Background: an optimization exercise with open tools, aiming at small area, a short achievable clock period and few clock cycles per item. Do not read the settings as production practice. Power and IR drop assume default switching activity.

== north ==
==> flow/design.v <==
module csum8_table (
    input  wire [7:0] idx,
    output wire [7:0] val
);
    assign val[0] = idx[2] ^ idx[4] ^ idx[5];
    assign val[1] = idx[0] ^ idx[3] ^ idx[5] ^ idx[6];
    assign val[2] = idx[0] ^ idx[1] ^ idx[4] ^ idx[6] ^ idx[7];
    assign val[3] = idx[0] ^ idx[1] ^ idx[4] ^ idx[7];
    assign val[4] = idx[0] ^ idx[1] ^ idx[4];
    assign val[5] = idx[1] ^ idx[2] ^ idx[5];
    assign val[6] = idx[0] ^ idx[2] ^ idx[3] ^ idx[6];
    assign val[7] = idx[1] ^ idx[3] ^ idx[4] ^ idx[7];
endmodule
module cobs_enc (
    input  wire       clk,
    input  wire       rst,           
    input  wire       in_valid,
    output wire       in_ready,
    input  wire [7:0] in_data,
    input  wire       in_last,       
    input  wire       in_empty,      
    input  wire       in_pre,        
    input  wire       in_cs,         
    output reg        out_valid,
    input  wire       out_ready,
    output reg  [7:0] out_data,
    output reg        out_last       
);
    localparam [7:0] SEED = 8'h55;
    localparam integer PD = 4;       
    localparam integer ED = 3;       
    reg  [7:0] mem [0:63];
    reg  [6:0] wp, rp;
    wire [6:0] wp1 = wp + 7'd1;
    wire       room1 = !(wp[6] != rp[6] && wp[5:0] == rp[5:0]);
    wire       room2 = room1 && !(wp1[6] != rp[6] && wp1[5:0] == rp[5:0]);
    reg        h_v, h_nz, h_last, h_empty, h_pre, h_cs;
    reg  [7:0] h_data;
    reg        s_v, s_nz, s_last, s_empty, s_pre, s_cs;
    reg  [7:0] s_data;
    assign in_ready = !s_v;
    wire accept = in_valid && !s_v;
    wire [12:0] in_beat = {in_data != 8'h00, in_last, in_empty, in_pre, in_cs, in_data};
    reg        in_frame;    
    reg        cs_cyc;      
    reg        fin;         
    reg        open;        
    reg  [6:0] osa;         
    reg  [5:0] n;
    reg  [1:0] k;
    reg        kn;          
    reg        k2;          
    reg  [7:0] crc;
    reg        crc_nz;
    reg        p_v;         
    reg  [5:0] p_a;
    reg  [7:0] p_d;
    reg  [PD-1:0] pf, pfv;           
    reg  [6:0]    ef [0:ED-1];       
    reg  [ED-1:0] efv;
    wire       tv     = cs_cyc || h_v;
    wire [7:0] tb     = cs_cyc ? crc : h_data;
    wire       t_nz   = cs_cyc ? crc_nz : h_nz;
    wire       first  = !cs_cyc && !in_frame;
    wire       t_data = cs_cyc || !h_empty;
    wire       ob     = open && !first;
    wire       t_lit  = t_data && t_nz;
    wire       t_split = t_lit && ob && kn;
    wire       t_new   = t_data && (!ob || t_split);      
    wire       t_zclose = t_data && !t_nz && ob && k2;
    wire       t_end  = cs_cyc || (h_last && !h_cs);
    wire       need2  = t_lit && t_new;
    wire       need1  = t_lit || t_new;
    wire       t_room = need2 ? room2 : (need1 ? room1 : 1'b1);
    wire       fin_go = fin && !efv[ED-1];
    wire       fin_r  = fin_go && open;
    wire       split_r = tv && t_split && !fin;
    wire       consume = tv && t_room && (!fin || fin_go) &&
                         !(first && pfv[PD-1]) &&
                         !(p_v && t_lit && (t_split || fin_r));
    wire       h_take  = consume && !cs_cyc;
    wire       zc_r   = consume && t_zclose;
    wire       res    = split_r || zc_r || fin_r;
    wire [7:0] res_d  = zc_r ? {2'd3, n} : {k, n};
    wire [5:0] lit_a  = t_new ? wp1[5:0] : wp[5:0];
    wire       lit_p  = tv && t_lit && !(p_v && (t_split || fin_r));
    wire       lit_ok = need2 ? room2 : room1;
    wire [5:0] wa     = lit_p ? lit_a : (p_v ? p_a : osa[5:0]);
    wire [7:0] wd     = lit_p ? tb : (p_v ? p_d : res_d);
    wire       we     = lit_p ? lit_ok : (p_v || res);
    wire       w1     = consume && t_data && (t_new != t_nz);
    wire       w2     = consume && t_data && t_new && t_nz;
    wire [7:0] in_crc = (first ? SEED : crc) ^ h_data;
    wire [7:0] crc_next;
    csum8_table u_table (.idx(in_crc), .val(crc_next));
    wire       p_read;      
    wire       pf_pop, ef_pop;
    reg        w_v;
    reg  [5:0] w_a;
    reg  [7:0] w_d;
    always @(posedge clk) begin
        if (rst)
            w_v <= 1'b0;
        else
            w_v <= we;
        w_a <= wa;
        w_d <= wd;
        if (w_v)
            mem[w_a] <= w_d;
    end
    integer i;
    always @(posedge clk) begin
        for (i = 0; i < PD; i = i + 1)
            if (pf_pop ? (i == PD - 1 || !pfv[i + 1]) : !pfv[i])
                pf[i] <= h_pre;
            else if (pf_pop)
                pf[i] <= pf[(i + 1) % PD];
        for (i = 0; i < ED; i = i + 1)
            if (ef_pop ? (i == ED - 1 || !efv[i + 1]) : !efv[i])
                ef[i] <= wp;
            else if (ef_pop)
                ef[i] <= ef[(i + 1) % ED];
    end
    wire pf_push = consume && first;
    always @(posedge clk) begin
        if (rst) begin
            pfv <= {PD{1'b0}};
            efv <= {ED{1'b0}};
        end else begin
            if (pf_push && !pf_pop)
                pfv <= {pfv[PD-2:0], 1'b1};
            else if (pf_pop && !pf_push)
                pfv <= {1'b0, pfv[PD-1:1]};
            if (fin_go && !ef_pop)
                efv <= {efv[ED-2:0], 1'b1};
            else if (ef_pop && !fin_go)
                efv <= {1'b0, efv[ED-1:1]};
        end
    end
    always @(posedge clk) begin
        if (rst) begin
            h_v      <= 1'b0;
            s_v      <= 1'b0;
            in_frame <= 1'b0;
            cs_cyc   <= 1'b0;
            fin      <= 1'b0;
            open     <= 1'b0;
            p_v      <= 1'b0;
            wp       <= 7'd0;
        end else begin
            if (!h_v || h_take) begin
                if (s_v) begin
                    h_v <= 1'b1;
                    {h_nz, h_last, h_empty, h_pre, h_cs, h_data} <=
                        {s_nz, s_last, s_empty, s_pre, s_cs, s_data};
                end else begin
                    h_v <= accept;
                    {h_nz, h_last, h_empty, h_pre, h_cs, h_data} <= in_beat;
                end
                s_v <= s_v && accept;
                if (accept)
                    {s_nz, s_last, s_empty, s_pre, s_cs, s_data} <= in_beat;
            end else if (accept) begin
                s_v <= 1'b1;
                {s_nz, s_last, s_empty, s_pre, s_cs, s_data} <= in_beat;
            end
            if (p_read)
                p_v <= res && (lit_p || p_v);
            else
                p_v <= res ? (lit_p || p_v) : (p_v && lit_p);
            if (res) begin
                p_a <= osa[5:0];
                p_d <= res_d;
            end
            if (w2)
                wp <= wp + 7'd2;
            else if (w1)
                wp <= wp1;
            if (fin_go) begin
                fin  <= 1'b0;
                open <= 1'b0;
            end
            if (split_r)
                open <= 1'b0;
            if (consume) begin
                if (cs_cyc)
                    cs_cyc <= 1'b0;
                else begin
                    in_frame <= !h_last;
                    crc      <= h_empty ? SEED : crc_next;
                    crc_nz   <= h_empty ? 1'b1 : (crc_next != 8'h00);
                    if (h_last && h_cs)
                        cs_cyc <= 1'b1;
                end
                if (t_end)
                    fin <= 1'b1;
                if (t_data) begin
                    if (t_new) begin
                        open <= 1'b1;
                        osa  <= wp;
                        n    <= t_nz ? 6'd1 : 6'd0;
                        k    <= t_nz ? 2'd0 : 2'd1;
                        kn   <= !t_nz;
                        k2   <= 1'b0;
                    end else if (t_nz) begin
                        n  <= n + 6'd1;
                        kn <= n == 6'd62;
                    end else if (t_zclose) begin
                        open <= 1'b0;
                    end else begin
                        k  <= k + 2'd1;
                        kn <= 1'b1;
                        k2 <= k == 2'd1;
                    end
                end
            end
        end
    end
    reg        o_body;      
    reg  [5:0] lits;        
    reg        lits_nz;     
    wire [6:0] cp      = open ? osa : wp;      
    wire       advance = !out_valid || out_ready;
    wire       byp     = p_v && p_a == rp[5:0];
    wire       w_hit   = w_v && w_a == rp[5:0];
    wire [7:0] rd      = w_hit ? w_d : (byp ? p_d : mem[rp[5:0]]);
    wire       st_pre  = !o_body && pfv[0] && pf[0];
    wire       body    = o_body || (pfv[0] && !pf[0]);
    wire       at_end  = efv[0] && rp == ef[0];
    wire       e_lit   = body && lits_nz;
    wire       e_term  = body && !lits_nz && at_end;
    wire       e_code  = body && !lits_nz && !at_end && rp != cp;
    wire       e_v     = st_pre || e_lit || e_term || e_code;
    assign p_read = advance && e_code && byp;
    assign pf_pop = advance && !o_body && pfv[0];
    assign ef_pop = advance && e_term;
    always @(posedge clk) begin
        if (rst) begin
            out_valid <= 1'b0;
            o_body    <= 1'b0;
            lits_nz   <= 1'b0;
            rp        <= 7'd0;
        end else if (advance) begin
            out_valid <= e_v;
            out_data  <= (e_lit || e_code) ? rd : 8'h00;
            out_last  <= e_term;
            if (!o_body && pfv[0])
                o_body <= 1'b1;
            if (e_lit) begin
                lits    <= lits - 6'd1;
                lits_nz <= lits != 6'd1;
            end
            if (e_code) begin
                lits    <= rd[5:0];
                lits_nz <= rd[5:0] != 6'd0;
            end
            if (e_lit || e_code)
                rp <= rp + 7'd1;
            if (e_term)
                o_body <= 1'b0;
        end
    end
endmodule
clock: 8.0 ns
lec_check: 0
cap_margin: 20
core_margin: 2
core_utilization: 40
cts_buf_list: sky130_fd_sc_hd__clkbuf_16
cts_cluster_diameter: 80
cts_cluster_size: 20
slew_margin: 20
standard.sh (not shown) runs the stock make flow with config.mk's settings and CLKGATE_MAP_FILE= SYNTH_SCRIPT=/design/flow/synth_recipe.tcl, a recipe that flattens the netlist after the stock synthesis.
==> flow/flow/run.sh <==
#!/bin/bash
# Layout flow: the standard flow (standard.sh, unchanged synthesis) with
# a tighter setup target for the repair steps, resizing not held to the
# original cell footprint, and port buffers from a faster buffer cell.
set -euo pipefail
bash standard.sh \
    SETUP_SLACK_MARGIN=5.2 \
    MATCH_CELL_FOOTPRINT=0 \
    "BUFFER_PORTS_ARGS=-buffer_cell sky130_fd_sc_hd__buf_4" \
    finish > standard_flow.log 2>&1
Setup changes, north to south
diff --git a/flow/design.v b/flow/design.v
--- a/flow/design.v
+++ b/flow/design.v
@@ -26,14 +26,13 @@
     output reg  [7:0] out_data,
     output reg        out_last       
 );
     localparam [7:0] SEED = 8'h55;
     localparam integer PD = 4;       
-    localparam integer ED = 3;       
+    localparam integer ED = 4;       
     reg  [7:0] mem [0:63];
-    reg  [6:0] wp, rp;
-    wire [6:0] wp1 = wp + 7'd1;
+    reg  [6:0] wp, wp1, rp;          
     wire       room1 = !(wp[6] != rp[6] && wp[5:0] == rp[5:0]);
     wire       room2 = room1 && !(wp1[6] != rp[6] && wp1[5:0] == rp[5:0]);
     reg        h_v, h_nz, h_last, h_empty, h_pre, h_cs;
     reg  [7:0] h_data;
     reg        s_v, s_nz, s_last, s_empty, s_pre, s_cs;
@@ -145,10 +144,11 @@
             cs_cyc   <= 1'b0;
             fin      <= 1'b0;
             open     <= 1'b0;
             p_v      <= 1'b0;
             wp       <= 7'd0;
+            wp1      <= 7'd1;
         end else begin
             if (!h_v || h_take) begin
                 if (s_v) begin
                     h_v <= 1'b1;
                     {h_nz, h_last, h_empty, h_pre, h_cs, h_data} <=
@@ -170,14 +170,17 @@
                 p_v <= res ? (lit_p || p_v) : (p_v && lit_p);
             if (res) begin
                 p_a <= osa[5:0];
                 p_d <= res_d;
             end
-            if (w2)
-                wp <= wp + 7'd2;
-            else if (w1)
-                wp <= wp1;
+            if (w2) begin
+                wp  <= wp + 7'd2;
+                wp1 <= wp1 + 7'd2;
+            end else if (w1) begin
+                wp  <= wp1;
+                wp1 <= wp1 + 7'd1;
+            end
             if (fin_go) begin
                 fin  <= 1'b0;
                 open <= 1'b0;
             end
             if (split_r)
@@ -216,11 +219,11 @@
             end
         end
     end
     reg        o_body;      
     reg  [5:0] lits;        
-    reg        lits_nz;     
+    wire       lits_nz = lits != 6'd0;
     wire [6:0] cp      = open ? osa : wp;      
     wire       advance = !out_valid || out_ready;
     wire       byp     = p_v && p_a == rp[5:0];
     wire       w_hit   = w_v && w_a == rp[5:0];
     wire [7:0] rd      = w_hit ? w_d : (byp ? p_d : mem[rp[5:0]]);
@@ -236,26 +239,22 @@
     assign ef_pop = advance && e_term;
     always @(posedge clk) begin
         if (rst) begin
             out_valid <= 1'b0;
             o_body    <= 1'b0;
-            lits_nz   <= 1'b0;
+            lits      <= 6'd0;
             rp        <= 7'd0;
         end else if (advance) begin
             out_valid <= e_v;
             out_data  <= (e_lit || e_code) ? rd : 8'h00;
             out_last  <= e_term;
             if (!o_body && pfv[0])
                 o_body <= 1'b1;
-            if (e_lit) begin
-                lits    <= lits - 6'd1;
-                lits_nz <= lits != 6'd1;
-            end
-            if (e_code) begin
-                lits    <= rd[5:0];
-                lits_nz <= rd[5:0] != 6'd0;
-            end
+            if (e_lit)
+                lits <= lits - 6'd1;
+            if (e_code)
+                lits <= rd[5:0];
             if (e_lit || e_code)
                 rp <= rp + 7'd1;
             if (e_term)
                 o_body <= 1'b0;
         end
--- outcome ---
Of north and south, north shows the higher wire length on met3, with south below it. south: clock group share of total power is 1.8 points lower than what north reported. Changes observed in south relative to north: sequential share of layout area has decreased, fraction of cell area in non-clock buffers now larger, cell area has increased, effective utilization at floorplan held steady, global-route usage about even.
Function was not checked in any run of this note: the RTL went through the layout flow alone.

==> port drivers added, routing unchanged <==
The results above use ideal ports. As a check the final layouts listed here were re-extracted and re-timed, cells and wires unchanged.
Step 1 sets driving cells, clkbuf_16 on the clock port and buf_2 on the other inputs (assumed; they add their load-dependent delay and slew).
Step 2 moves the port delays by t, midway between the first and last clock arrival at a register: inputs arrive t later, outputs are due t later. That takes back most of the time a late clock gives input paths.
Three values: ideal ports, drivers, drivers and shift; two values: the first two.
run | t, ns | setup WS [ns] | worst register clock-pin slew, ns | worst slew at a driven data input, ns
north | 0.656 | 5.020 / 5.004 / 4.834 | 0.09 / 0.09 | 0.03
south | 0.655 | 5.058 / 4.999 / 4.606 | 0.09 / 0.09 | 0.04
After both steps every run listed still meets setup and hold. The setup slack of south, which loses most, moves by -0.059 ns with the drivers and by -0.452 ns with both steps.
